Background: an optimization exercise with open tools, aiming at small area. Do not read the settings as production practice. In this exercise RTL edits were held to simulation tests only and were not proved equivalent to the original. The clock input has no modelled driver; a real chip could not lean on it and would need a root buffer or a full tree. Power and IR drop assume default switching activity.

==> flow/design.v <==
module rc5_decoder (
    input  wire        clk,
    input  wire        rst,           
    input  wire        req_valid,
    input  wire [35:0] req,
    input  wire [31:0] LOW_BOUND,
    input  wire [31:0] HIGH_BOUND,
    output wire [16:0] rsp,
    output wire        available,
    output wire        evt_en,
    output wire        tick_clr
);
    reg        p1, p0;
    reg [13:0] shn;                  
    wire [31:0] ticks = req[31:0];
    wire [15:0] w     = req[15:0];
    wire        o2    = req[35];
    wire        o1    = req[34];
    wire        o0    = req[33];
    wire [32:1] lc, hc;
    wire t_n0;
    rc5_inv   u_ti0 (.a(ticks[0]), .y(t_n0));
    rc5_nor2  u_lc0 (.a(t_n0), .b(LOW_BOUND[0]), .y(lc[1]));    
    rc5_nand2 u_hc0 (.a(t_n0), .b(HIGH_BOUND[0]), .y(hc[1]));    
    wire t_n1, l_nor1, l_nand1, h_nor1, h_nand1;
    rc5_inv   u_ti1 (.a(ticks[1]), .y(t_n1));
    rc5_nor2  u_lo1 (.a(t_n1), .b(LOW_BOUND[1]), .y(l_nor1));
    rc5_nand2 u_la1 (.a(t_n1), .b(LOW_BOUND[1]), .y(l_nand1));
    rc5_nor2  u_ho1 (.a(t_n1), .b(HIGH_BOUND[1]), .y(h_nor1));
    rc5_nand2 u_ha1 (.a(t_n1), .b(HIGH_BOUND[1]), .y(h_nand1));
    rc5_o21ai u_lc1 (.a1(l_nor1), .a2(lc[1]), .b1(l_nand1), .y(lc[2]));
    rc5_o21ai u_hc1 (.a1(h_nor1), .a2(hc[1]), .b1(h_nand1), .y(hc[2]));
    wire t_n2;
    rc5_inv   u_ti2 (.a(ticks[2]), .y(t_n2));
    rc5_maj3  u_lc2 (.a(t_n2), .b(LOW_BOUND[2]), .c(lc[2]), .y(lc[3]));
    rc5_maj3  u_hc2 (.a(t_n2), .b(HIGH_BOUND[2]), .c(hc[2]), .y(hc[3]));
    wire t_n3;
    rc5_inv   u_ti3 (.a(ticks[3]), .y(t_n3));
    rc5_maj3  u_lc3 (.a(t_n3), .b(LOW_BOUND[3]), .c(lc[3]), .y(lc[4]));
    rc5_maj3  u_hc3 (.a(t_n3), .b(HIGH_BOUND[3]), .c(hc[3]), .y(hc[4]));
    wire t_n4;
    rc5_inv   u_ti4 (.a(ticks[4]), .y(t_n4));
    rc5_maj3  u_lc4 (.a(t_n4), .b(LOW_BOUND[4]), .c(lc[4]), .y(lc[5]));
    rc5_maj3  u_hc4 (.a(t_n4), .b(HIGH_BOUND[4]), .c(hc[4]), .y(hc[5]));
    wire t_n5;
    rc5_inv   u_ti5 (.a(ticks[5]), .y(t_n5));
    rc5_maj3  u_lc5 (.a(t_n5), .b(LOW_BOUND[5]), .c(lc[5]), .y(lc[6]));
    rc5_maj3  u_hc5 (.a(t_n5), .b(HIGH_BOUND[5]), .c(hc[5]), .y(hc[6]));
    wire lb_n6, hb_n6, l_and6, l_or6, h_and6, h_or6;
    rc5_inv   u_li6 (.a(LOW_BOUND[6]), .y(lb_n6));
    rc5_inv   u_hi6 (.a(HIGH_BOUND[6]), .y(hb_n6));
    rc5_nor2  u_la6 (.a(ticks[6]), .b(lb_n6), .y(l_and6));
    rc5_nand2 u_lo6 (.a(ticks[6]), .b(lb_n6), .y(l_or6));
    rc5_nor2  u_ha6 (.a(ticks[6]), .b(hb_n6), .y(h_and6));
    rc5_nand2 u_ho6 (.a(ticks[6]), .b(hb_n6), .y(h_or6));
    rc5_o21ai u_lc6 (.a1(l_and6), .a2(lc[6]), .b1(l_or6), .y(lc[7]));
    rc5_o21ai u_hc6 (.a1(h_and6), .a2(hc[6]), .b1(h_or6), .y(hc[7]));
    wire t_n7, l_nor7, l_nand7, h_nor7, h_nand7;
    rc5_inv   u_ti7 (.a(ticks[7]), .y(t_n7));
    rc5_nor2  u_lo7 (.a(t_n7), .b(LOW_BOUND[7]), .y(l_nor7));
    rc5_nand2 u_la7 (.a(t_n7), .b(LOW_BOUND[7]), .y(l_nand7));
    rc5_nor2  u_ho7 (.a(t_n7), .b(HIGH_BOUND[7]), .y(h_nor7));
    rc5_nand2 u_ha7 (.a(t_n7), .b(HIGH_BOUND[7]), .y(h_nand7));
    rc5_o21ai u_lc7 (.a1(l_nor7), .a2(lc[7]), .b1(l_nand7), .y(lc[8]));
    rc5_o21ai u_hc7 (.a1(h_nor7), .a2(hc[7]), .b1(h_nand7), .y(hc[8]));
    wire lb_n8, hb_n8, l_and8, l_or8, h_and8, h_or8;
    rc5_inv   u_li8 (.a(LOW_BOUND[8]), .y(lb_n8));
    rc5_inv   u_hi8 (.a(HIGH_BOUND[8]), .y(hb_n8));
    rc5_nor2  u_la8 (.a(ticks[8]), .b(lb_n8), .y(l_and8));
    rc5_nand2 u_lo8 (.a(ticks[8]), .b(lb_n8), .y(l_or8));
    rc5_nor2  u_ha8 (.a(ticks[8]), .b(hb_n8), .y(h_and8));
    rc5_nand2 u_ho8 (.a(ticks[8]), .b(hb_n8), .y(h_or8));
    rc5_o21ai u_lc8 (.a1(l_and8), .a2(lc[8]), .b1(l_or8), .y(lc[9]));
    rc5_o21ai u_hc8 (.a1(h_and8), .a2(hc[8]), .b1(h_or8), .y(hc[9]));
    wire t_n9, l_nor9, l_nand9, h_nor9, h_nand9;
    rc5_inv   u_ti9 (.a(ticks[9]), .y(t_n9));
    rc5_nor2  u_lo9 (.a(t_n9), .b(LOW_BOUND[9]), .y(l_nor9));
    rc5_nand2 u_la9 (.a(t_n9), .b(LOW_BOUND[9]), .y(l_nand9));
    rc5_nor2  u_ho9 (.a(t_n9), .b(HIGH_BOUND[9]), .y(h_nor9));
    rc5_nand2 u_ha9 (.a(t_n9), .b(HIGH_BOUND[9]), .y(h_nand9));
    rc5_o21ai u_lc9 (.a1(l_nor9), .a2(lc[9]), .b1(l_nand9), .y(lc[10]));
    rc5_o21ai u_hc9 (.a1(h_nor9), .a2(hc[9]), .b1(h_nand9), .y(hc[10]));
    wire lb_n10, hb_n10, l_and10, l_or10, h_and10, h_or10;
    rc5_inv   u_li10 (.a(LOW_BOUND[10]), .y(lb_n10));
    rc5_inv   u_hi10 (.a(HIGH_BOUND[10]), .y(hb_n10));
    rc5_nor2  u_la10 (.a(ticks[10]), .b(lb_n10), .y(l_and10));
    rc5_nand2 u_lo10 (.a(ticks[10]), .b(lb_n10), .y(l_or10));
    rc5_nor2  u_ha10 (.a(ticks[10]), .b(hb_n10), .y(h_and10));
    rc5_nand2 u_ho10 (.a(ticks[10]), .b(hb_n10), .y(h_or10));
    rc5_o21ai u_lc10 (.a1(l_and10), .a2(lc[10]), .b1(l_or10), .y(lc[11]));
    rc5_o21ai u_hc10 (.a1(h_and10), .a2(hc[10]), .b1(h_or10), .y(hc[11]));
    wire t_n11, l_nor11, l_nand11, h_nor11, h_nand11;
    rc5_inv   u_ti11 (.a(ticks[11]), .y(t_n11));
    rc5_nor2  u_lo11 (.a(t_n11), .b(LOW_BOUND[11]), .y(l_nor11));
    rc5_nand2 u_la11 (.a(t_n11), .b(LOW_BOUND[11]), .y(l_nand11));
    rc5_nor2  u_ho11 (.a(t_n11), .b(HIGH_BOUND[11]), .y(h_nor11));
    rc5_nand2 u_ha11 (.a(t_n11), .b(HIGH_BOUND[11]), .y(h_nand11));
    rc5_o21ai u_lc11 (.a1(l_nor11), .a2(lc[11]), .b1(l_nand11), .y(lc[12]));
    rc5_o21ai u_hc11 (.a1(h_nor11), .a2(hc[11]), .b1(h_nand11), .y(hc[12]));
    wire lb_n12, hb_n12, l_and12, l_or12, h_and12, h_or12;
    rc5_inv   u_li12 (.a(LOW_BOUND[12]), .y(lb_n12));
    rc5_inv   u_hi12 (.a(HIGH_BOUND[12]), .y(hb_n12));
    rc5_nor2  u_la12 (.a(ticks[12]), .b(lb_n12), .y(l_and12));
    rc5_nand2 u_lo12 (.a(ticks[12]), .b(lb_n12), .y(l_or12));
    rc5_nor2  u_ha12 (.a(ticks[12]), .b(hb_n12), .y(h_and12));
    rc5_nand2 u_ho12 (.a(ticks[12]), .b(hb_n12), .y(h_or12));
    rc5_o21ai u_lc12 (.a1(l_and12), .a2(lc[12]), .b1(l_or12), .y(lc[13]));
    rc5_o21ai u_hc12 (.a1(h_and12), .a2(hc[12]), .b1(h_or12), .y(hc[13]));
    wire t_n13, l_nor13, l_nand13, h_nor13, h_nand13;
    rc5_inv   u_ti13 (.a(ticks[13]), .y(t_n13));
    rc5_nor2  u_lo13 (.a(t_n13), .b(LOW_BOUND[13]), .y(l_nor13));
    rc5_nand2 u_la13 (.a(t_n13), .b(LOW_BOUND[13]), .y(l_nand13));
    rc5_nor2  u_ho13 (.a(t_n13), .b(HIGH_BOUND[13]), .y(h_nor13));
    rc5_nand2 u_ha13 (.a(t_n13), .b(HIGH_BOUND[13]), .y(h_nand13));
    rc5_o21ai u_lc13 (.a1(l_nor13), .a2(lc[13]), .b1(l_nand13), .y(lc[14]));
    rc5_o21ai u_hc13 (.a1(h_nor13), .a2(hc[13]), .b1(h_nand13), .y(hc[14]));
    wire lb_n14, hb_n14, l_and14, l_or14, h_and14, h_or14;
    rc5_inv   u_li14 (.a(LOW_BOUND[14]), .y(lb_n14));
    rc5_inv   u_hi14 (.a(HIGH_BOUND[14]), .y(hb_n14));
    rc5_nor2  u_la14 (.a(ticks[14]), .b(lb_n14), .y(l_and14));
    rc5_nand2 u_lo14 (.a(ticks[14]), .b(lb_n14), .y(l_or14));
    rc5_nor2  u_ha14 (.a(ticks[14]), .b(hb_n14), .y(h_and14));
    rc5_nand2 u_ho14 (.a(ticks[14]), .b(hb_n14), .y(h_or14));
    rc5_o21ai u_lc14 (.a1(l_and14), .a2(lc[14]), .b1(l_or14), .y(lc[15]));
    rc5_o21ai u_hc14 (.a1(h_and14), .a2(hc[14]), .b1(h_or14), .y(hc[15]));
    wire t_n15, l_nor15, l_nand15, h_nor15, h_nand15;
    rc5_inv   u_ti15 (.a(ticks[15]), .y(t_n15));
    rc5_nor2  u_lo15 (.a(t_n15), .b(LOW_BOUND[15]), .y(l_nor15));
    rc5_nand2 u_la15 (.a(t_n15), .b(LOW_BOUND[15]), .y(l_nand15));
    rc5_nor2  u_ho15 (.a(t_n15), .b(HIGH_BOUND[15]), .y(h_nor15));
    rc5_nand2 u_ha15 (.a(t_n15), .b(HIGH_BOUND[15]), .y(h_nand15));
    rc5_o21ai u_lc15 (.a1(l_nor15), .a2(lc[15]), .b1(l_nand15), .y(lc[16]));
    rc5_o21ai u_hc15 (.a1(h_nor15), .a2(hc[15]), .b1(h_nand15), .y(hc[16]));
    wire lb_n16, hb_n16, l_and16, l_or16, h_and16, h_or16;
    rc5_inv   u_li16 (.a(LOW_BOUND[16]), .y(lb_n16));
    rc5_inv   u_hi16 (.a(HIGH_BOUND[16]), .y(hb_n16));
    rc5_nor2  u_la16 (.a(ticks[16]), .b(lb_n16), .y(l_and16));
    rc5_nand2 u_lo16 (.a(ticks[16]), .b(lb_n16), .y(l_or16));
    rc5_nor2  u_ha16 (.a(ticks[16]), .b(hb_n16), .y(h_and16));
    rc5_nand2 u_ho16 (.a(ticks[16]), .b(hb_n16), .y(h_or16));
    rc5_o21ai u_lc16 (.a1(l_and16), .a2(lc[16]), .b1(l_or16), .y(lc[17]));
    rc5_o21ai u_hc16 (.a1(h_and16), .a2(hc[16]), .b1(h_or16), .y(hc[17]));
    wire t_n17, l_nor17, l_nand17, h_nor17, h_nand17;
    rc5_inv   u_ti17 (.a(ticks[17]), .y(t_n17));
    rc5_nor2  u_lo17 (.a(t_n17), .b(LOW_BOUND[17]), .y(l_nor17));
    rc5_nand2 u_la17 (.a(t_n17), .b(LOW_BOUND[17]), .y(l_nand17));
    rc5_nor2  u_ho17 (.a(t_n17), .b(HIGH_BOUND[17]), .y(h_nor17));
    rc5_nand2 u_ha17 (.a(t_n17), .b(HIGH_BOUND[17]), .y(h_nand17));
    rc5_o21ai u_lc17 (.a1(l_nor17), .a2(lc[17]), .b1(l_nand17), .y(lc[18]));
    rc5_o21ai u_hc17 (.a1(h_nor17), .a2(hc[17]), .b1(h_nand17), .y(hc[18]));
    wire lb_n18, hb_n18, l_and18, l_or18, h_and18, h_or18;
    rc5_inv   u_li18 (.a(LOW_BOUND[18]), .y(lb_n18));
    rc5_inv   u_hi18 (.a(HIGH_BOUND[18]), .y(hb_n18));
    rc5_nor2  u_la18 (.a(ticks[18]), .b(lb_n18), .y(l_and18));
    rc5_nand2 u_lo18 (.a(ticks[18]), .b(lb_n18), .y(l_or18));
    rc5_nor2  u_ha18 (.a(ticks[18]), .b(hb_n18), .y(h_and18));
    rc5_nand2 u_ho18 (.a(ticks[18]), .b(hb_n18), .y(h_or18));
    rc5_o21ai u_lc18 (.a1(l_and18), .a2(lc[18]), .b1(l_or18), .y(lc[19]));
    rc5_o21ai u_hc18 (.a1(h_and18), .a2(hc[18]), .b1(h_or18), .y(hc[19]));
    wire t_n19, l_nor19, l_nand19, h_nor19, h_nand19;
    rc5_inv   u_ti19 (.a(ticks[19]), .y(t_n19));
    rc5_nor2  u_lo19 (.a(t_n19), .b(LOW_BOUND[19]), .y(l_nor19));
    rc5_nand2 u_la19 (.a(t_n19), .b(LOW_BOUND[19]), .y(l_nand19));
    rc5_nor2  u_ho19 (.a(t_n19), .b(HIGH_BOUND[19]), .y(h_nor19));
    rc5_nand2 u_ha19 (.a(t_n19), .b(HIGH_BOUND[19]), .y(h_nand19));
    rc5_o21ai u_lc19 (.a1(l_nor19), .a2(lc[19]), .b1(l_nand19), .y(lc[20]));
    rc5_o21ai u_hc19 (.a1(h_nor19), .a2(hc[19]), .b1(h_nand19), .y(hc[20]));
    wire lb_n20, hb_n20, l_and20, l_or20, h_and20, h_or20;
    rc5_inv   u_li20 (.a(LOW_BOUND[20]), .y(lb_n20));
    rc5_inv   u_hi20 (.a(HIGH_BOUND[20]), .y(hb_n20));
    rc5_nor2  u_la20 (.a(ticks[20]), .b(lb_n20), .y(l_and20));
    rc5_nand2 u_lo20 (.a(ticks[20]), .b(lb_n20), .y(l_or20));
    rc5_nor2  u_ha20 (.a(ticks[20]), .b(hb_n20), .y(h_and20));
    rc5_nand2 u_ho20 (.a(ticks[20]), .b(hb_n20), .y(h_or20));
    rc5_o21ai u_lc20 (.a1(l_and20), .a2(lc[20]), .b1(l_or20), .y(lc[21]));
    rc5_o21ai u_hc20 (.a1(h_and20), .a2(hc[20]), .b1(h_or20), .y(hc[21]));
    wire t_n21, l_nor21, l_nand21, h_nor21, h_nand21;
    rc5_inv   u_ti21 (.a(ticks[21]), .y(t_n21));
    rc5_nor2  u_lo21 (.a(t_n21), .b(LOW_BOUND[21]), .y(l_nor21));
    rc5_nand2 u_la21 (.a(t_n21), .b(LOW_BOUND[21]), .y(l_nand21));
    rc5_nor2  u_ho21 (.a(t_n21), .b(HIGH_BOUND[21]), .y(h_nor21));
    rc5_nand2 u_ha21 (.a(t_n21), .b(HIGH_BOUND[21]), .y(h_nand21));
    rc5_o21ai u_lc21 (.a1(l_nor21), .a2(lc[21]), .b1(l_nand21), .y(lc[22]));
    rc5_o21ai u_hc21 (.a1(h_nor21), .a2(hc[21]), .b1(h_nand21), .y(hc[22]));
    wire lb_n22, hb_n22, l_and22, l_or22, h_and22, h_or22;
    rc5_inv   u_li22 (.a(LOW_BOUND[22]), .y(lb_n22));
    rc5_inv   u_hi22 (.a(HIGH_BOUND[22]), .y(hb_n22));
    rc5_nor2  u_la22 (.a(ticks[22]), .b(lb_n22), .y(l_and22));
    rc5_nand2 u_lo22 (.a(ticks[22]), .b(lb_n22), .y(l_or22));
    rc5_nor2  u_ha22 (.a(ticks[22]), .b(hb_n22), .y(h_and22));
    rc5_nand2 u_ho22 (.a(ticks[22]), .b(hb_n22), .y(h_or22));
    rc5_o21ai u_lc22 (.a1(l_and22), .a2(lc[22]), .b1(l_or22), .y(lc[23]));
    rc5_o21ai u_hc22 (.a1(h_and22), .a2(hc[22]), .b1(h_or22), .y(hc[23]));
    wire t_n23, l_nor23, l_nand23, h_nor23, h_nand23;
    rc5_inv   u_ti23 (.a(ticks[23]), .y(t_n23));
    rc5_nor2  u_lo23 (.a(t_n23), .b(LOW_BOUND[23]), .y(l_nor23));
    rc5_nand2 u_la23 (.a(t_n23), .b(LOW_BOUND[23]), .y(l_nand23));
    rc5_nor2  u_ho23 (.a(t_n23), .b(HIGH_BOUND[23]), .y(h_nor23));
    rc5_nand2 u_ha23 (.a(t_n23), .b(HIGH_BOUND[23]), .y(h_nand23));
    rc5_o21ai u_lc23 (.a1(l_nor23), .a2(lc[23]), .b1(l_nand23), .y(lc[24]));
    rc5_o21ai u_hc23 (.a1(h_nor23), .a2(hc[23]), .b1(h_nand23), .y(hc[24]));
    wire lb_n24, hb_n24, l_and24, l_or24, h_and24, h_or24;
    rc5_inv   u_li24 (.a(LOW_BOUND[24]), .y(lb_n24));
    rc5_inv   u_hi24 (.a(HIGH_BOUND[24]), .y(hb_n24));
    rc5_nor2  u_la24 (.a(ticks[24]), .b(lb_n24), .y(l_and24));
    rc5_nand2 u_lo24 (.a(ticks[24]), .b(lb_n24), .y(l_or24));
    rc5_nor2  u_ha24 (.a(ticks[24]), .b(hb_n24), .y(h_and24));
    rc5_nand2 u_ho24 (.a(ticks[24]), .b(hb_n24), .y(h_or24));
    rc5_o21ai u_lc24 (.a1(l_and24), .a2(lc[24]), .b1(l_or24), .y(lc[25]));
    rc5_o21ai u_hc24 (.a1(h_and24), .a2(hc[24]), .b1(h_or24), .y(hc[25]));
    wire t_n25, l_nor25, l_nand25, h_nor25, h_nand25;
    rc5_inv   u_ti25 (.a(ticks[25]), .y(t_n25));
    rc5_nor2  u_lo25 (.a(t_n25), .b(LOW_BOUND[25]), .y(l_nor25));
    rc5_nand2 u_la25 (.a(t_n25), .b(LOW_BOUND[25]), .y(l_nand25));
    rc5_nor2  u_ho25 (.a(t_n25), .b(HIGH_BOUND[25]), .y(h_nor25));
    rc5_nand2 u_ha25 (.a(t_n25), .b(HIGH_BOUND[25]), .y(h_nand25));
    rc5_o21ai u_lc25 (.a1(l_nor25), .a2(lc[25]), .b1(l_nand25), .y(lc[26]));
    rc5_o21ai u_hc25 (.a1(h_nor25), .a2(hc[25]), .b1(h_nand25), .y(hc[26]));
    wire lb_n26, hb_n26, l_and26, l_or26, h_and26, h_or26;
    rc5_inv   u_li26 (.a(LOW_BOUND[26]), .y(lb_n26));
    rc5_inv   u_hi26 (.a(HIGH_BOUND[26]), .y(hb_n26));
    rc5_nor2  u_la26 (.a(ticks[26]), .b(lb_n26), .y(l_and26));
    rc5_nand2 u_lo26 (.a(ticks[26]), .b(lb_n26), .y(l_or26));
    rc5_nor2  u_ha26 (.a(ticks[26]), .b(hb_n26), .y(h_and26));
    rc5_nand2 u_ho26 (.a(ticks[26]), .b(hb_n26), .y(h_or26));
    rc5_o21ai u_lc26 (.a1(l_and26), .a2(lc[26]), .b1(l_or26), .y(lc[27]));
    rc5_o21ai u_hc26 (.a1(h_and26), .a2(hc[26]), .b1(h_or26), .y(hc[27]));
    wire t_n27, l_nor27, l_nand27, h_nor27, h_nand27;
    rc5_inv   u_ti27 (.a(ticks[27]), .y(t_n27));
    rc5_nor2  u_lo27 (.a(t_n27), .b(LOW_BOUND[27]), .y(l_nor27));
    rc5_nand2 u_la27 (.a(t_n27), .b(LOW_BOUND[27]), .y(l_nand27));
    rc5_nor2  u_ho27 (.a(t_n27), .b(HIGH_BOUND[27]), .y(h_nor27));
    rc5_nand2 u_ha27 (.a(t_n27), .b(HIGH_BOUND[27]), .y(h_nand27));
    rc5_o21ai u_lc27 (.a1(l_nor27), .a2(lc[27]), .b1(l_nand27), .y(lc[28]));
    rc5_o21ai u_hc27 (.a1(h_nor27), .a2(hc[27]), .b1(h_nand27), .y(hc[28]));
    wire lb_n28, hb_n28, l_and28, l_or28, h_and28, h_or28;
    rc5_inv   u_li28 (.a(LOW_BOUND[28]), .y(lb_n28));
    rc5_inv   u_hi28 (.a(HIGH_BOUND[28]), .y(hb_n28));
    rc5_nor2  u_la28 (.a(ticks[28]), .b(lb_n28), .y(l_and28));
    rc5_nand2 u_lo28 (.a(ticks[28]), .b(lb_n28), .y(l_or28));
    rc5_nor2  u_ha28 (.a(ticks[28]), .b(hb_n28), .y(h_and28));
    rc5_nand2 u_ho28 (.a(ticks[28]), .b(hb_n28), .y(h_or28));
    rc5_o21ai u_lc28 (.a1(l_and28), .a2(lc[28]), .b1(l_or28), .y(lc[29]));
    rc5_o21ai u_hc28 (.a1(h_and28), .a2(hc[28]), .b1(h_or28), .y(hc[29]));
    wire t_n29, l_nor29, l_nand29, h_nor29, h_nand29;
    rc5_inv   u_ti29 (.a(ticks[29]), .y(t_n29));
    rc5_nor2  u_lo29 (.a(t_n29), .b(LOW_BOUND[29]), .y(l_nor29));
    rc5_nand2 u_la29 (.a(t_n29), .b(LOW_BOUND[29]), .y(l_nand29));
    rc5_nor2  u_ho29 (.a(t_n29), .b(HIGH_BOUND[29]), .y(h_nor29));
    rc5_nand2 u_ha29 (.a(t_n29), .b(HIGH_BOUND[29]), .y(h_nand29));
    rc5_o21ai u_lc29 (.a1(l_nor29), .a2(lc[29]), .b1(l_nand29), .y(lc[30]));
    rc5_o21ai u_hc29 (.a1(h_nor29), .a2(hc[29]), .b1(h_nand29), .y(hc[30]));
    wire lb_n30, hb_n30, l_and30, l_or30, h_and30, h_or30;
    rc5_inv   u_li30 (.a(LOW_BOUND[30]), .y(lb_n30));
    rc5_inv   u_hi30 (.a(HIGH_BOUND[30]), .y(hb_n30));
    rc5_nor2  u_la30 (.a(ticks[30]), .b(lb_n30), .y(l_and30));
    rc5_nand2 u_lo30 (.a(ticks[30]), .b(lb_n30), .y(l_or30));
    rc5_nor2  u_ha30 (.a(ticks[30]), .b(hb_n30), .y(h_and30));
    rc5_nand2 u_ho30 (.a(ticks[30]), .b(hb_n30), .y(h_or30));
    rc5_o21ai u_lc30 (.a1(l_and30), .a2(lc[30]), .b1(l_or30), .y(lc[31]));
    rc5_o21ai u_hc30 (.a1(h_and30), .a2(hc[30]), .b1(h_or30), .y(hc[31]));
    wire t_n31, l_nor31, l_nand31, h_nor31, h_nand31;
    rc5_inv   u_ti31 (.a(ticks[31]), .y(t_n31));
    rc5_nor2  u_lo31 (.a(t_n31), .b(LOW_BOUND[31]), .y(l_nor31));
    rc5_nand2 u_la31 (.a(t_n31), .b(LOW_BOUND[31]), .y(l_nand31));
    rc5_nor2  u_ho31 (.a(t_n31), .b(HIGH_BOUND[31]), .y(h_nor31));
    rc5_nand2 u_ha31 (.a(t_n31), .b(HIGH_BOUND[31]), .y(h_nand31));
    rc5_o21ai u_lc31 (.a1(l_nor31), .a2(lc[31]), .b1(l_nand31), .y(lc[32]));
    rc5_o21ai u_hc31 (.a1(h_nor31), .a2(hc[31]), .b1(h_nand31), .y(hc[32]));
    wire is_long;
    rc5_nor2b u_long (.a(lc[32]), .b(hc[32]), .y(is_long));    
    wire en, x10, nd, deliver, arm;
    rc5_or2    u_en   (.a(p1), .b(p0), .y(en));                        
    rc5_xor2   u_x10  (.a(o1), .b(o0), .y(x10));
    rc5_nand3  u_nd   (.a(req_valid), .b(x10), .c(en), .y(nd));
    rc5_nor3   u_dlv  (.a(nd), .b(o2), .c(rst), .y(deliver));
    assign tick_clr = deliver;
    rc5_and4b  u_arm  (.a(o2), .b(req_valid), .c(o1), .d(o0), .y(arm));    
    wire eL_n, eP;
    rc5_mux2i  u_el   (.s(o0), .a1(is_long), .a0(req[1]), .y(eL_n));    
    rc5_mux2   u_ep   (.s(o0), .a1(req[32]), .a0(req[0]), .y(eP));
    wire nb, y_bad, m_err_n, err, emit, d_a, d_b, done;
    rc5_xnor2  u_nb   (.a(shn[0]), .b(p0), .y(nb));                    
    rc5_xnor2  u_ybad (.a(eP), .b(nb), .y(y_bad));                     
    rc5_maj3   u_merr (.a(eL_n), .b(shn[13]), .c(p0), .y(m_err_n));
    rc5_nand2b u_err  (.a(y_bad), .b(m_err_n), .y(err));               
    rc5_nand2  u_emit (.a(p0), .b(eL_n), .y(emit));                    
    rc5_nor2   u_da   (.a(nb), .b(shn[12]), .y(d_a));                  
    rc5_nor2   u_db   (.a(shn[0]), .b(shn[13]), .y(d_b));              
    rc5_mux2   u_done (.s(emit), .a1(d_a), .a0(d_b), .y(done));
    wire p1_d, p1_m_n, z, dp_n, x_n, w_n, p1_nx, p0_nx;
    rc5_o21ai  u_p1d  (.a1(err), .a2(done), .b1(p1), .y(p1_d));         
    rc5_mux2i  u_p1m  (.s(deliver), .a1(p1_d), .a0(p1), .y(p1_m_n));
    rc5_nor3   u_p1n  (.a(rst), .b(arm), .c(p1_m_n), .y(p1_nx));
    rc5_a21oi  u_z    (.a1(p0), .a2(eL_n), .b1(d_a), .y(z));            
    rc5_nand2  u_dp   (.a(deliver), .b(p1), .y(dp_n));
    rc5_a21oi  u_x    (.a1(p0), .a2(dp_n), .b1(arm), .y(x_n));
    rc5_o21ai  u_w    (.a1(err), .a2(z), .b1(deliver), .y(w_n));
    rc5_a21oi  u_p0n  (.a1(x_n), .a2(w_n), .b1(rst), .y(p0_nx));
    wire p1_n, sft_n, hold, shift, h13_n;
    rc5_inv    u_p1n2 (.a(p1), .y(p1_n));
    rc5_nand3  u_sft  (.a(deliver), .b(p1), .c(emit), .y(sft_n));      
    rc5_o21ai  u_hold (.a1(p1_n), .a2(emit), .b1(deliver), .y(hold));  
    rc5_inv    u_shf  (.a(hold), .y(shift));
    rc5_nand2b u_h13  (.a(rst), .b(hold), .y(h13_n));                  
    wire [13:0] shn_nx;
    genvar k;
    generate
        for (k = 1; k < 13; k = k + 1) begin : g_sh
            rc5_o22a u_sh (.a1(sft_n), .a2(shn[k-1]), .b1(shift), .b2(shn[k]), .y(shn_nx[k]));
        end
    endgenerate
    rc5_a2bb2o u_sh0 (.a1_n(sft_n), .a2_n(nb), .b1(hold), .b2(shn[0]), .y(shn_nx[0]));
    rc5_o22a u_sh13 (.a1(sft_n), .a2(shn[12]), .b1(h13_n), .b2(shn[13]), .y(shn_nx[13]));
    always @(posedge clk) begin
        p1  <= p1_nx;
        p0  <= p0_nx;
        shn <= shn_nx;
    end
    wire g, avail, ga_n, take_n, xcmd, xtog, xaddr;
    rc5_and3b  u_g    (.a(rst), .b(req_valid), .c(o2), .y(g));         
    rc5_nor2   u_av   (.a(en), .b(shn[13]), .y(avail));                
    rc5_nand2  u_ga   (.a(g), .b(avail), .y(ga_n));
    rc5_or3    u_take (.a(o1), .b(o0), .c(ga_n), .y(take_n));          
    rc5_and3b  u_xc   (.a(o1), .b(g), .c(o0), .y(xcmd));
    rc5_and3b  u_xt   (.a(o0), .b(g), .c(o1), .y(xtog));
    rc5_and3   u_xa   (.a(g), .b(o1), .c(o0), .y(xaddr));
    assign available = avail;
    assign evt_en    = en;
    rc5_o31a   u_r16  (.a1(o1), .a2(o0), .a3(avail), .b1(g), .y(rsp[16]));
    assign rsp[15:14] = 2'b00;
    generate
        for (k = 6; k < 14; k = k + 1) begin : g_rw
            rc5_nor2 u_r (.a(take_n), .b(shn[k]), .y(rsp[k]));
        end
        for (k = 1; k < 5; k = k + 1) begin : g_rc
            wire c_n, a_n;
            rc5_nand2  u_c (.a(xcmd), .b(w[k]), .y(c_n));
            rc5_nand2  u_a (.a(xaddr), .b(w[k+6]), .y(a_n));
            rc5_o211ai u_r (.a1(take_n), .a2(shn[k]), .b1(c_n), .c1(a_n), .y(rsp[k]));
        end
    endgenerate
    wire r5_c, r0_ct, r0_a;
    rc5_nand2  u_r5c (.a(xcmd), .b(w[5]), .y(r5_c));
    rc5_o21ai  u_r5  (.a1(take_n), .a2(shn[5]), .b1(r5_c), .y(rsp[5]));
    rc5_a22oi  u_r0c (.a1(xcmd), .a2(w[0]), .b1(xtog), .b2(w[11]), .y(r0_ct));
    rc5_nand2  u_r0a (.a(xaddr), .b(w[6]), .y(r0_a));
    rc5_o211ai u_r0  (.a1(take_n), .a2(shn[0]), .b1(r0_ct), .c1(r0_a), .y(rsp[0]));
endmodule
module rc5_inv    (input wire a, output wire y);                          assign y = ~a;                  endmodule
module rc5_nand2  (input wire a, input wire b, output wire y);            assign y = ~(a & b);            endmodule
module rc5_nor2   (input wire a, input wire b, output wire y);            assign y = ~(a | b);            endmodule
module rc5_or2    (input wire a, input wire b, output wire y);            assign y = a | b;               endmodule
module rc5_xor2   (input wire a, input wire b, output wire y);            assign y = a ^ b;               endmodule
module rc5_xnor2  (input wire a, input wire b, output wire y);            assign y = ~(a ^ b);            endmodule
module rc5_nor2b  (input wire a, input wire b, output wire y);            assign y = ~a & b;              endmodule
module rc5_nand2b (input wire a, input wire b, output wire y);            assign y = a | ~b;              endmodule
module rc5_nand3  (input wire a, input wire b, input wire c, output wire y); assign y = ~(a & b & c);     endmodule
module rc5_nor3   (input wire a, input wire b, input wire c, output wire y); assign y = ~(a | b | c);     endmodule
module rc5_and3   (input wire a, input wire b, input wire c, output wire y); assign y = a & b & c;        endmodule
module rc5_and3b  (input wire a, input wire b, input wire c, output wire y); assign y = ~a & b & c;       endmodule
module rc5_nor3b  (input wire a, input wire b, input wire c, output wire y); assign y = ~a & ~b & c;      endmodule
module rc5_or3b   (input wire a, input wire b, input wire c, output wire y); assign y = a | b | ~c;       endmodule
module rc5_maj3   (input wire a, input wire b, input wire c, output wire y); assign y = (a & b) | (c & (a | b)); endmodule
module rc5_and4b  (input wire a, input wire b, input wire c, input wire d, output wire y); assign y = ~a & b & c & d;    endmodule
module rc5_mux2   (input wire s, input wire a1, input wire a0, output wire y); assign y = s ? a1 : a0;     endmodule
module rc5_mux2i  (input wire s, input wire a1, input wire a0, output wire y); assign y = ~(s ? a1 : a0);  endmodule
module rc5_o21ai  (input wire a1, input wire a2, input wire b1, output wire y); assign y = ~((a1 | a2) & b1); endmodule
module rc5_or3    (input wire a, input wire b, input wire c, output wire y); assign y = a | b | c;        endmodule
module rc5_o21a   (input wire a1, input wire a2, input wire b1, output wire y); assign y = (a1 | a2) & b1;  endmodule
module rc5_o22a   (input wire a1, input wire a2, input wire b1, input wire b2, output wire y);
    assign y = (a1 | a2) & (b1 | b2);
endmodule
module rc5_o211ai (input wire a1, input wire a2, input wire b1, input wire c1, output wire y);
    assign y = ~((a1 | a2) & b1 & c1);
endmodule
module rc5_a2bb2o (input wire a1_n, input wire a2_n, input wire b1, input wire b2, output wire y);
    assign y = (~a1_n & ~a2_n) | (b1 & b2);
endmodule
module rc5_a21oi  (input wire a1, input wire a2, input wire b1, output wire y); assign y = ~((a1 & a2) | b1); endmodule
module rc5_o31a   (input wire a1, input wire a2, input wire a3, input wire b1, output wire y);
    assign y = (a1 | a2 | a3) & b1;
endmodule
module rc5_a22oi  (input wire a1, input wire a2, input wire b1, input wire b2, output wire y);
    assign y = ~((a1 & a2) | (b1 & b2));
endmodule
==> flow/flow/run.sh <==
#!/bin/bash
# The standard layout (standard.sh, standard synthesis script), with:
#  * DONT_USE_CELLS: the platform's list plus the larger drive strengths of
#    the logic cells (flow/dont_use.txt), so that synthesis maps the
#    single-gate modules of the RTL to the smallest cells;
#  * port buffers of the smallest buffer cell (buf_1) instead of the cell
#    buffer_ports picks by default;
#  * a clock tree of clkbuf_4 cells, one sink cluster and no dummy loads,
#    which flow/post_cts.tcl (run at the end of the CTS step) collapses to
#    its root buffer, sized to clkbuf_8, driving all 16 registers.
# The whole output of the flow goes to standard_flow.log; ORFS keeps each
# step's log under orfs/logs/.
set -euo pipefail
here=$(cd "$(dirname "$0")" && pwd)
DONT_USE=$(cat "$here/dont_use.txt")
CTS="-sink_clustering_enable -repair_clock_nets -dont_use_dummy_load"
CTS="$CTS -buf_list sky130_fd_sc_hd__clkbuf_4 -root_buf sky130_fd_sc_hd__clkbuf_4"
CTS="$CTS -sink_clustering_buffer sky130_fd_sc_hd__clkbuf_4"
CTS="$CTS -sink_clustering_size 30 -sink_clustering_max_diameter 300"
bash standard.sh "DONT_USE_CELLS=$DONT_USE" \
    "BUFFER_PORTS_ARGS=-buffer_cell sky130_fd_sc_hd__buf_1" \
    "CTS_ARGS=$CTS" "POST_CTS_TCL=$here/post_cts.tcl" finish > standard_flow.log 2>&1
==> flow/flow/dont_use.txt <==
sky130_fd_sc_hd__probe_p_8 sky130_fd_sc_hd__probec_p_8 sky130_fd_sc_hd__lpflow_bleeder_1 sky130_fd_sc_hd__lpflow_bleeder_1 sky130_fd_sc_hd__lpflow_clkbufkapwr_1 sky130_fd_sc_hd__lpflow_clkbufkapwr_16 sky130_fd_sc_hd__lpflow_clkbufkapwr_2 sky130_fd_sc_hd__lpflow_clkbufkapwr_4 sky130_fd_sc_hd__lpflow_clkbufkapwr_8 sky130_fd_sc_hd__lpflow_clkinvkapwr_1 sky130_fd_sc_hd__lpflow_clkinvkapwr_16 sky130_fd_sc_hd__lpflow_clkinvkapwr_2 sky130_fd_sc_hd__lpflow_clkinvkapwr_4 sky130_fd_sc_hd__lpflow_clkinvkapwr_8 sky130_fd_sc_hd__lpflow_decapkapwr_12 sky130_fd_sc_hd__lpflow_decapkapwr_3 sky130_fd_sc_hd__lpflow_decapkapwr_4 sky130_fd_sc_hd__lpflow_decapkapwr_6 sky130_fd_sc_hd__lpflow_decapkapwr_8 sky130_fd_sc_hd__lpflow_inputiso0n_1 sky130_fd_sc_hd__lpflow_inputiso0p_1 sky130_fd_sc_hd__lpflow_inputiso1n_1 sky130_fd_sc_hd__lpflow_inputiso1p_1 sky130_fd_sc_hd__lpflow_inputisolatch_1 sky130_fd_sc_hd__lpflow_isobufsrc_1 sky130_fd_sc_hd__lpflow_isobufsrc_16 sky130_fd_sc_hd__lpflow_isobufsrc_2 sky130_fd_sc_hd__lpflow_isobufsrc_4 sky130_fd_sc_hd__lpflow_isobufsrc_8 sky130_fd_sc_hd__lpflow_isobufsrckapwr_16 sky130_fd_sc_hd__lpflow_lsbuf_lh_hl_isowell_tap_1 sky130_fd_sc_hd__lpflow_lsbuf_lh_hl_isowell_tap_2 sky130_fd_sc_hd__lpflow_lsbuf_lh_hl_isowell_tap_4 sky130_fd_sc_hd__lpflow_lsbuf_lh_isowell_4 sky130_fd_sc_hd__lpflow_lsbuf_lh_isowell_tap_1 sky130_fd_sc_hd__lpflow_lsbuf_lh_isowell_tap_2 sky130_fd_sc_hd__lpflow_lsbuf_lh_isowell_tap_4  sky130_fd_sc_hd__a2111o_2 sky130_fd_sc_hd__a2111o_4 sky130_fd_sc_hd__a2111oi_2 sky130_fd_sc_hd__a2111oi_4 sky130_fd_sc_hd__a211o_2 sky130_fd_sc_hd__a211o_4 sky130_fd_sc_hd__a211oi_2 sky130_fd_sc_hd__a211oi_4 sky130_fd_sc_hd__a21bo_2 sky130_fd_sc_hd__a21bo_4 sky130_fd_sc_hd__a21boi_2 sky130_fd_sc_hd__a21boi_4 sky130_fd_sc_hd__a21o_2 sky130_fd_sc_hd__a21o_4 sky130_fd_sc_hd__a21oi_2 sky130_fd_sc_hd__a21oi_4 sky130_fd_sc_hd__a221o_2 sky130_fd_sc_hd__a221o_4 sky130_fd_sc_hd__a221oi_2 sky130_fd_sc_hd__a221oi_4 sky130_fd_sc_hd__a22o_2 sky130_fd_sc_hd__a22o_4 sky130_fd_sc_hd__a22oi_2 sky130_fd_sc_hd__a22oi_4 sky130_fd_sc_hd__a2bb2o_2 sky130_fd_sc_hd__a2bb2o_4 sky130_fd_sc_hd__a2bb2oi_2 sky130_fd_sc_hd__a2bb2oi_4 sky130_fd_sc_hd__a311o_2 sky130_fd_sc_hd__a311o_4 sky130_fd_sc_hd__a311oi_2 sky130_fd_sc_hd__a311oi_4 sky130_fd_sc_hd__a31o_2 sky130_fd_sc_hd__a31o_4 sky130_fd_sc_hd__a31oi_2 sky130_fd_sc_hd__a31oi_4 sky130_fd_sc_hd__a32o_2 sky130_fd_sc_hd__a32o_4 sky130_fd_sc_hd__a32oi_2 sky130_fd_sc_hd__a32oi_4 sky130_fd_sc_hd__a41o_2 sky130_fd_sc_hd__a41o_4 sky130_fd_sc_hd__a41oi_2 sky130_fd_sc_hd__a41oi_4 sky130_fd_sc_hd__and2_2 sky130_fd_sc_hd__and2_4 sky130_fd_sc_hd__and2b_2 sky130_fd_sc_hd__and2b_4 sky130_fd_sc_hd__and3_2 sky130_fd_sc_hd__and3_4 sky130_fd_sc_hd__and3b_2 sky130_fd_sc_hd__and3b_4 sky130_fd_sc_hd__and4_2 sky130_fd_sc_hd__and4_4 sky130_fd_sc_hd__and4b_2 sky130_fd_sc_hd__and4b_4 sky130_fd_sc_hd__and4bb_2 sky130_fd_sc_hd__and4bb_4 sky130_fd_sc_hd__dfbbn_2 sky130_fd_sc_hd__dfrbp_2 sky130_fd_sc_hd__dfrtp_2 sky130_fd_sc_hd__dfrtp_4 sky130_fd_sc_hd__dfsbp_2 sky130_fd_sc_hd__dfstp_2 sky130_fd_sc_hd__dfstp_4 sky130_fd_sc_hd__dlclkp_2 sky130_fd_sc_hd__dlclkp_4 sky130_fd_sc_hd__dlrbn_2 sky130_fd_sc_hd__dlrbp_2 sky130_fd_sc_hd__dlrtn_2 sky130_fd_sc_hd__dlrtn_4 sky130_fd_sc_hd__dlrtp_2 sky130_fd_sc_hd__dlrtp_4 sky130_fd_sc_hd__dlxbn_2 sky130_fd_sc_hd__dlxtn_2 sky130_fd_sc_hd__dlxtn_4 sky130_fd_sc_hd__ebufn_2 sky130_fd_sc_hd__ebufn_4 sky130_fd_sc_hd__ebufn_8 sky130_fd_sc_hd__einvn_2 sky130_fd_sc_hd__einvn_4 sky130_fd_sc_hd__einvn_8 sky130_fd_sc_hd__einvp_2 sky130_fd_sc_hd__einvp_4 sky130_fd_sc_hd__einvp_8 sky130_fd_sc_hd__fa_2 sky130_fd_sc_hd__fa_4 sky130_fd_sc_hd__ha_2 sky130_fd_sc_hd__ha_4 sky130_fd_sc_hd__inv_12 sky130_fd_sc_hd__inv_16 sky130_fd_sc_hd__inv_2 sky130_fd_sc_hd__inv_4 sky130_fd_sc_hd__inv_6 sky130_fd_sc_hd__inv_8 sky130_fd_sc_hd__maj3_2 sky130_fd_sc_hd__maj3_4 sky130_fd_sc_hd__mux2_2 sky130_fd_sc_hd__mux2_4 sky130_fd_sc_hd__mux2_8 sky130_fd_sc_hd__mux2i_2 sky130_fd_sc_hd__mux2i_4 sky130_fd_sc_hd__mux4_2 sky130_fd_sc_hd__mux4_4 sky130_fd_sc_hd__nand2_2 sky130_fd_sc_hd__nand2_4 sky130_fd_sc_hd__nand2_8 sky130_fd_sc_hd__nand2b_2 sky130_fd_sc_hd__nand2b_4 sky130_fd_sc_hd__nand3_2 sky130_fd_sc_hd__nand3_4 sky130_fd_sc_hd__nand3b_2 sky130_fd_sc_hd__nand3b_4 sky130_fd_sc_hd__nand4_2 sky130_fd_sc_hd__nand4_4 sky130_fd_sc_hd__nand4b_2 sky130_fd_sc_hd__nand4b_4 sky130_fd_sc_hd__nand4bb_2 sky130_fd_sc_hd__nand4bb_4 sky130_fd_sc_hd__nor2_2 sky130_fd_sc_hd__nor2_4 sky130_fd_sc_hd__nor2_8 sky130_fd_sc_hd__nor2b_2 sky130_fd_sc_hd__nor2b_4 sky130_fd_sc_hd__nor3_2 sky130_fd_sc_hd__nor3_4 sky130_fd_sc_hd__nor3b_2 sky130_fd_sc_hd__nor3b_4 sky130_fd_sc_hd__nor4_2 sky130_fd_sc_hd__nor4_4 sky130_fd_sc_hd__nor4b_2 sky130_fd_sc_hd__nor4b_4 sky130_fd_sc_hd__nor4bb_2 sky130_fd_sc_hd__nor4bb_4 sky130_fd_sc_hd__o2111a_2 sky130_fd_sc_hd__o2111a_4 sky130_fd_sc_hd__o2111ai_2 sky130_fd_sc_hd__o2111ai_4 sky130_fd_sc_hd__o211a_2 sky130_fd_sc_hd__o211a_4 sky130_fd_sc_hd__o211ai_2 sky130_fd_sc_hd__o211ai_4 sky130_fd_sc_hd__o21a_2 sky130_fd_sc_hd__o21a_4 sky130_fd_sc_hd__o21ai_2 sky130_fd_sc_hd__o21ai_4 sky130_fd_sc_hd__o21ba_2 sky130_fd_sc_hd__o21ba_4 sky130_fd_sc_hd__o21bai_2 sky130_fd_sc_hd__o21bai_4 sky130_fd_sc_hd__o221a_2 sky130_fd_sc_hd__o221a_4 sky130_fd_sc_hd__o221ai_2 sky130_fd_sc_hd__o221ai_4 sky130_fd_sc_hd__o22a_2 sky130_fd_sc_hd__o22a_4 sky130_fd_sc_hd__o22ai_2 sky130_fd_sc_hd__o22ai_4 sky130_fd_sc_hd__o2bb2a_2 sky130_fd_sc_hd__o2bb2a_4 sky130_fd_sc_hd__o2bb2ai_2 sky130_fd_sc_hd__o2bb2ai_4 sky130_fd_sc_hd__o311a_2 sky130_fd_sc_hd__o311a_4 sky130_fd_sc_hd__o311ai_2 sky130_fd_sc_hd__o311ai_4 sky130_fd_sc_hd__o31a_2 sky130_fd_sc_hd__o31a_4 sky130_fd_sc_hd__o31ai_2 sky130_fd_sc_hd__o31ai_4 sky130_fd_sc_hd__o32a_2 sky130_fd_sc_hd__o32a_4 sky130_fd_sc_hd__o32ai_2 sky130_fd_sc_hd__o32ai_4 sky130_fd_sc_hd__o41a_2 sky130_fd_sc_hd__o41a_4 sky130_fd_sc_hd__o41ai_2 sky130_fd_sc_hd__o41ai_4 sky130_fd_sc_hd__or2_2 sky130_fd_sc_hd__or2_4 sky130_fd_sc_hd__or2b_2 sky130_fd_sc_hd__or2b_4 sky130_fd_sc_hd__or3_2 sky130_fd_sc_hd__or3_4 sky130_fd_sc_hd__or3b_2 sky130_fd_sc_hd__or3b_4 sky130_fd_sc_hd__or4_2 sky130_fd_sc_hd__or4_4 sky130_fd_sc_hd__or4b_2 sky130_fd_sc_hd__or4b_4 sky130_fd_sc_hd__or4bb_2 sky130_fd_sc_hd__or4bb_4 sky130_fd_sc_hd__sdfbbn_2 sky130_fd_sc_hd__sdfrbp_2 sky130_fd_sc_hd__sdfrtp_2 sky130_fd_sc_hd__sdfrtp_4 sky130_fd_sc_hd__sdfsbp_2 sky130_fd_sc_hd__sdfstp_2 sky130_fd_sc_hd__sdfstp_4 sky130_fd_sc_hd__sdfxbp_2 sky130_fd_sc_hd__sdfxtp_2 sky130_fd_sc_hd__sdfxtp_4 sky130_fd_sc_hd__sdlclkp_2 sky130_fd_sc_hd__sdlclkp_4 sky130_fd_sc_hd__sedfxbp_2 sky130_fd_sc_hd__sedfxtp_2 sky130_fd_sc_hd__sedfxtp_4 sky130_fd_sc_hd__xnor2_2 sky130_fd_sc_hd__xnor2_4 sky130_fd_sc_hd__xnor3_2 sky130_fd_sc_hd__xnor3_4 sky130_fd_sc_hd__xor2_2 sky130_fd_sc_hd__xor2_4 sky130_fd_sc_hd__xor3_2 sky130_fd_sc_hd__xor3_4
==> flow/flow/post_cts.tcl <==
# Run by the CTS step after clock_tree_synthesis (POST_CTS_TCL): collapse
# the two-level clock tree built for these 16 registers to its root
# buffer, sized up to clkbuf_8, which then drives every register.
set db    [ord::get_db]
set block [ord::get_db_block]
set clk_port_net [$block findNet clk]
set roots {}
foreach it [$clk_port_net getITerms] {
  lappend roots [$it getInst]
}
if { [llength $roots] == 1 } {
  set root [lindex $roots 0]
  set root_net [[$root findITerm X] getNet]
  set leaves {}
  foreach it [$root_net getITerms] {
    set inst [$it getInst]
    if { [$it isInputSignal] && [string match "*clkbuf*" [[$inst getMaster] getName]] } {
      lappend leaves $inst
    }
  }
  foreach inst $leaves {
    set leaf_net [[$inst findITerm X] getNet]
    set sinks {}
    foreach s [$leaf_net getITerms] {
      if { [$s isInputSignal] } { lappend sinks $s }
    }
    foreach s $sinks {
      $s disconnect
      $s connect $root_net
    }
    puts "post_cts: removed [$inst getName] ([[$inst getMaster] getName]), [llength $sinks] sinks moved to [$root_net getName]"
    odb::dbInst_destroy $inst
    odb::dbNet_destroy $leaf_net
  }
  $root swapMaster [$db findMaster sky130_fd_sc_hd__clkbuf_8]
  puts "post_cts: root [$root getName] is now [[$root getMaster] getName]"
  detailed_placement
  check_placement -verbose
  estimate_parasitics -placement
  report_clock_skew
  report_worst_slack -max
  report_worst_slack -min
} else {
  puts "post_cts: clock port drives [llength $roots] cells, left as it is"
}
==> flow/standard.sh <==
#!/bin/bash
# synth_recipe.tcl (not shown) runs the flow's synth.tcl, then flattens the netlist and writes it again
# the make line also repeats each setting of config.mk as NAME=value (left out here)
make -C /OpenROAD-flow-scripts/flow DESIGN_CONFIG=/design/flow/config.mk WORK_HOME=/design/flow/orfs CLKGATE_MAP_FILE= SYNTH_SCRIPT=/design/flow/synth_recipe.tcl "${@:-finish}"
==> flow/config.mk <==
export PLATFORM = sky130hd
export DESIGN_NAME = rc5_decoder
export DESIGN_NICKNAME = rc5_decoder
export VERILOG_FILES = /design/flow/design.v
export SDC_FILE = /design/flow/constraint.sdc
export NUM_CORES = 4
export LEC_CHECK = 0
export CAP_MARGIN = 0
export CORE_MARGIN = 2
export CORE_UTILIZATION = 40
export SETUP_SLACK_MARGIN = -1.0
export SLEW_MARGIN = 0
export SYNTH_HIERARCHICAL = 1
export SYNTH_MINIMUM_KEEP_SIZE = 0
==> flow/constraint.sdc <==
create_clock -name core_clock -period 8.0 [get_ports {clk}]
set_input_delay 1.6000 -clock core_clock [delete_from_list [all_inputs] [get_ports {clk}]]
set_output_delay 1.6000 -clock core_clock [all_outputs]
set_load 0.01 [all_outputs]
==> out/qor.json <==
{
  "timing": {
    "maxSlewHeadroom": 0.6196,
    "timing.final.crit_period_ns": 7.558,
    "pins_over_slew_limit": 0,
    "timing_worst_slew_pin_value_ns": 0.5662,
    "finalHoldViolCount": 0,
    "finalClockSkew_ns": 0.0005736,
    "final_report_setup_violation_count": 0,
    "max_clock_freq_mhz": 132.3,
    "fin_ws_ns": 0.4422,
    "final_min_period_over_clock_period": 0.9447
  },
  "global_route": {
    "grt_use_total": 0.2098,
    "via_count_of_the_first_global_routing_pass": 1925,
    "pin_count_of_the_biggest_net_entering_global_routing": 17,
    "grt_first_pass_wirelength_um": 8424,
    "grt-ovfl-total": 0,
    "initial_antenna_violation_count": 0
  },
  "pwr": {
    "p_leak_nw": 1.023,
    "net-switching-power_mw": 0.07318,
    "power.ir.vdd_worst_v": 0.0001220,
    "comb_power_share": 0.398,
    "clock_power_share": 0.140,
    "p_int_mw": 0.1461,
    "power.density_nw_per_um2": 96.56,
    "share_seq_of_total_power": 0.462,
    "switching_portion_of_total_power": 0.3337
  },
  "cts": {
    "cts_sink_cnt": 16,
    "clk_latency_ns": 0.15,
    "clk_pin_slew_ns": 0.09
  },
  "detailed_routing": {
    "final_wirelength_um": 5102,
    "drtAntennaViolNets": 0,
    "detailedRoute.firstIterationViolations": 114,
    "ratio_of_routed_vias_to_standard_cells": 4.707,
    "route.detailed.drc": 0,
    "route.detailed.wl_per_inst_um": 10.54,
    "wl_met1_um": 2381,
    "top_layer_used": "met4",
    "detailroute.wirelength.met2_um": 2282,
    "detailroute.via_count": 2278,
    "drt_pass1_iterations": 5,
    "met3_length_um": 362
  },
  "logic_synthesis": {
    "yosys-top-cells-area": "dfxtp_1 (18%), o21ai_1 (17%), nand2_1 (15%)",
    "yosys.area.top_type_share": 0.1827,
    "yosys.cell_types.count": 27,
    "yosysWarnings": 7,
    "ys_seq_elements": 16,
    "number_of_instances_in_the_synthesized_netlist": 312,
    "syn_area_um2": 1753,
    "yosysSeqAreaShare": 0.1827,
    "syn_area_per_cell_um2": 5.618,
    "yosysTopAreaCell": "dfxtp_1"
  },
  "floorplanning": {
    "die-area_um2": 4928,
    "die_width_um": 70.20,
    "start_util": 0.4082,
    "die_height_um": 70.20,
    "boundaryPins": 123,
    "coreArea_um2": 4294,
    "std_cell_rows": 24
  },
  "setup_path": {
    "reg2reg_setup_slack_ns": 5.80,
    "critPathCaptureType": "flop",
    "crit_slowest_cell": "maj3_1",
    "critical-path-top-cell-by-count": "o21ai_1",
    "ff2ff_path_depth": 5,
    "critical_path.max_fanout": 12,
    "timing.critical_path.slowest_cell_delay_ns": 0.36,
    "worstSetupStartpointType": "input pin",
    "worstPathArrival_ns": 7.61,
    "worstReg2RegEnd": "shn[11]",
    "crit_required_ns": 8.05,
    "r2r-start": "p0",
    "worst-setup-path-type": "input pin to flop"
  },
  "placement": {
    "placement.cell_area_um2": 2257,
    "preCtsSetupSlack_ns": 0.2608,
    "routabilityCongestion": 0.8375,
    "place.detailed.hpwl_um": 4427,
    "numPlacedInstances": 483,
    "place.port_buffers": 120
  },
  "flow_run": {
    "max-cap-violations": 0
  },
  "worst_hold_path": {
    "hold_end": "shn[1]",
    "timing.hold.worst.class": "flop to flop",
    "min_path_cells": 1,
    "worstHoldStart": "shn[1]"
  },
  "cells_and_area": {
    "mostFrequentLayoutCells": "buf_1 (120), nand2_1 (68), nor2_1 (66)",
    "antennaDiodeCount": 0,
    "areaGrowthSynthToFinish_pct": 29.55,
    "num-nets-final": 537,
    "final_common_cell": "buf_1",
    "post_route_cells_drive_above_1_share": 0.002315,
    "n_fill_cell": 489,
    "final_design_area_no_fill_um2": 2271,
    "layout.cells.non_filler": 484
  },
  "run_status": {
    "result_of_the_run": "no timing/DRC/antenna violations"
  }
}
==> per-module statistics from Yosys, one instance, submodules excluded, a selection <==
module | cell area [µm²] | cells inside | times used
rc5_and4b | 10.01 | 1 | 1
rc5_a2bb2o | 8.758 | 1 | 1
rc5_maj3 | 10.01 | 1 | 9
rc5_a21oi | 5.005 | 1 | 3
rc5_o21ai | 5.005 | 1 | 58
rc5_o22a | 8.758 | 1 | 13
rc5_xnor2 | 8.758 | 1 | 2
rc5_mux2 | 11.26 | 1 | 2
rc5_inv | 3.754 | 1 | 47
rc5_and3 | 6.256 | 1 | 1
rc5_and3b | 8.758 | 1 | 3
rc5_mux2i | 10.01 | 1 | 2
rc5_or3 | 6.256 | 1 | 1
rc5_o31a | 8.758 | 1 | 1
==> through the flow <==
| stage | utilization | setup TNS [ns] | power [mW] | hold WS, ns |
|---|---|---|---|---|
| floorplan | - | 0 | 0.1564 | 0.4739 |
| global placement | 0.5256 | 0 | 0.1888 | 0.4953 |
| detailed placement | 0.5256 | 0 | 0.1903 | 0.4954 |
| global route | 0.5288 | -5.360 | 0.2396 | 0.5455 |
| finish | 0.5288 | 0 | 0.2193 | 0.5219 |
==> cells by family after synthesis <==
| group | after synthesis | share of synthesized area |
|---|---|---|
| AOI/OAI and AO/OA | 82 | 0.2748 |
| xor gates and xnor gates | 3 | 0.01499 |
| adders and majority gates | 9 | 0.05139 |
| buffers and inverters | 49 | 0.1092 |
| DFF | 16 | 0.1827 |
| muxes | 4 | 0.02427 |
| other | 1 | 0.002139 |
| and+or+nand+nor | 148 | 0.3405 |
==> critical path, delay by kind of cell <==
family | cells | cell delay, ns
AOI/OAI and AO/OA | 29 | 3.50
adders and majority gates | 4 | 1.42
buffers and inverters | 3 | 0.46
muxes | 1 | 0.23
and+or+nand+nor | 3 | 0.37
==> sequential cells by signal, indices dropped and copies added, names as in the netlist <==
register / count
p1: 1
shn: 14
p0: 1
==> final cells by class <==
class	instances	area, µm²	area share
clock buffer	1	13.76	0.006061
inverter	47	176.4	0.07769
multi-input combinational	248	1245	0.5482
sequential	16	320.3	0.1410
tap	52	65.06	0.02865
timing repair buffer	120	450.4	0.1983
==> power groups by stage <==
| stage | Combinational (mW) | Clock (mW) | Sequential (mW) |
|---|---|---|---|
| after floorplan | 0.0558 | 0 | 0.101 |
| after global routing | 0.102 | 0.0349 | 0.103 |
| final | 0.0874 | 0.0307 | 0.101 |
| after global placement | 0.0857 | 0 | 0.103 |
| after detailed placement | 0.0872 | 0 | 0.103 |
==> cell usage after synthesis <==
| cell | count |
|---|---|
| nor2b_1 | 1 |
| or2_1 | 1 |
| o31a_1 | 1 |
| a21oi_1 | 3 |
| o22a_1 | 13 |
| and3b_1 | 3 |
| o21ai_1 | 58 |
| xnor2_1 | 2 |
| buf_4 | 2 |
| nor2_1 | 66 |
| mux2i_1 | 2 |
| and4b_1 | 1 |
| nand3_1 | 2 |
| and3_1 | 1 |
| conb_1 | 1 |
| o211ai_1 | 5 |
| a22oi_1 | 1 |
| nor3_1 | 2 |
| inv_1 | 47 |
| nand2b_1 | 2 |
| or3_1 | 1 |
| nand2_1 | 68 |
| dfxtp_1 | 16 |
| maj3_1 | 9 |
| xor2_1 | 1 |
| o2bb2ai_1 | 1 |
| mux2_1 | 2 |
==> worst max path at each step <==
stage / slack (ns) / startpoint / end
6_report: 0.44 / req[1] / shn[11]
5_1_grt: -0.40 / req[1] / shn[9]
3_5_place_dp: 0.26 / req[1] / shn[3]
3_3_place_gp: 0.31 / req[1] / shn[7]
2_1_floorplan: 1.21 / req[1] / p1
==> per-layer routing <==
layer	up-vias	GRT usage
met5	-	0
met4	0	0.03846
met3	8	0.02020
met2	81	0.3566
met1	934	0.2907
li1	1255	-

re-timing with driven ports:
Ports are ideal in the flow. The routed layout listed here was re-timed in OpenROAD. Step 1 sets driving cells, clkbuf_16 on the clock port and buf_2 on the other inputs (assumed; they add their load-dependent delay and slew). Step 2 moves the port delays by t, midway between the first and last clock arrival at a register: inputs arrive t later, outputs are due t later. That takes back most of the time a late clock gives input paths. Three values: no drivers, after step 1, after step 2; two values: the first two.
shift t [ns]: 0.171
slack for setup (ns): 0.442 / 0.430 / 0.259
worst setup path at the end: input to register
slew at the worst register clock pin (ns): 0.09 / 0.09
worst data-port slew with drivers (ns): 0.06
After both steps this run still meets setup and hold. For this run, drivers alone change the setup slack by -0.012 ns; drivers and shift together by -0.183 ns.
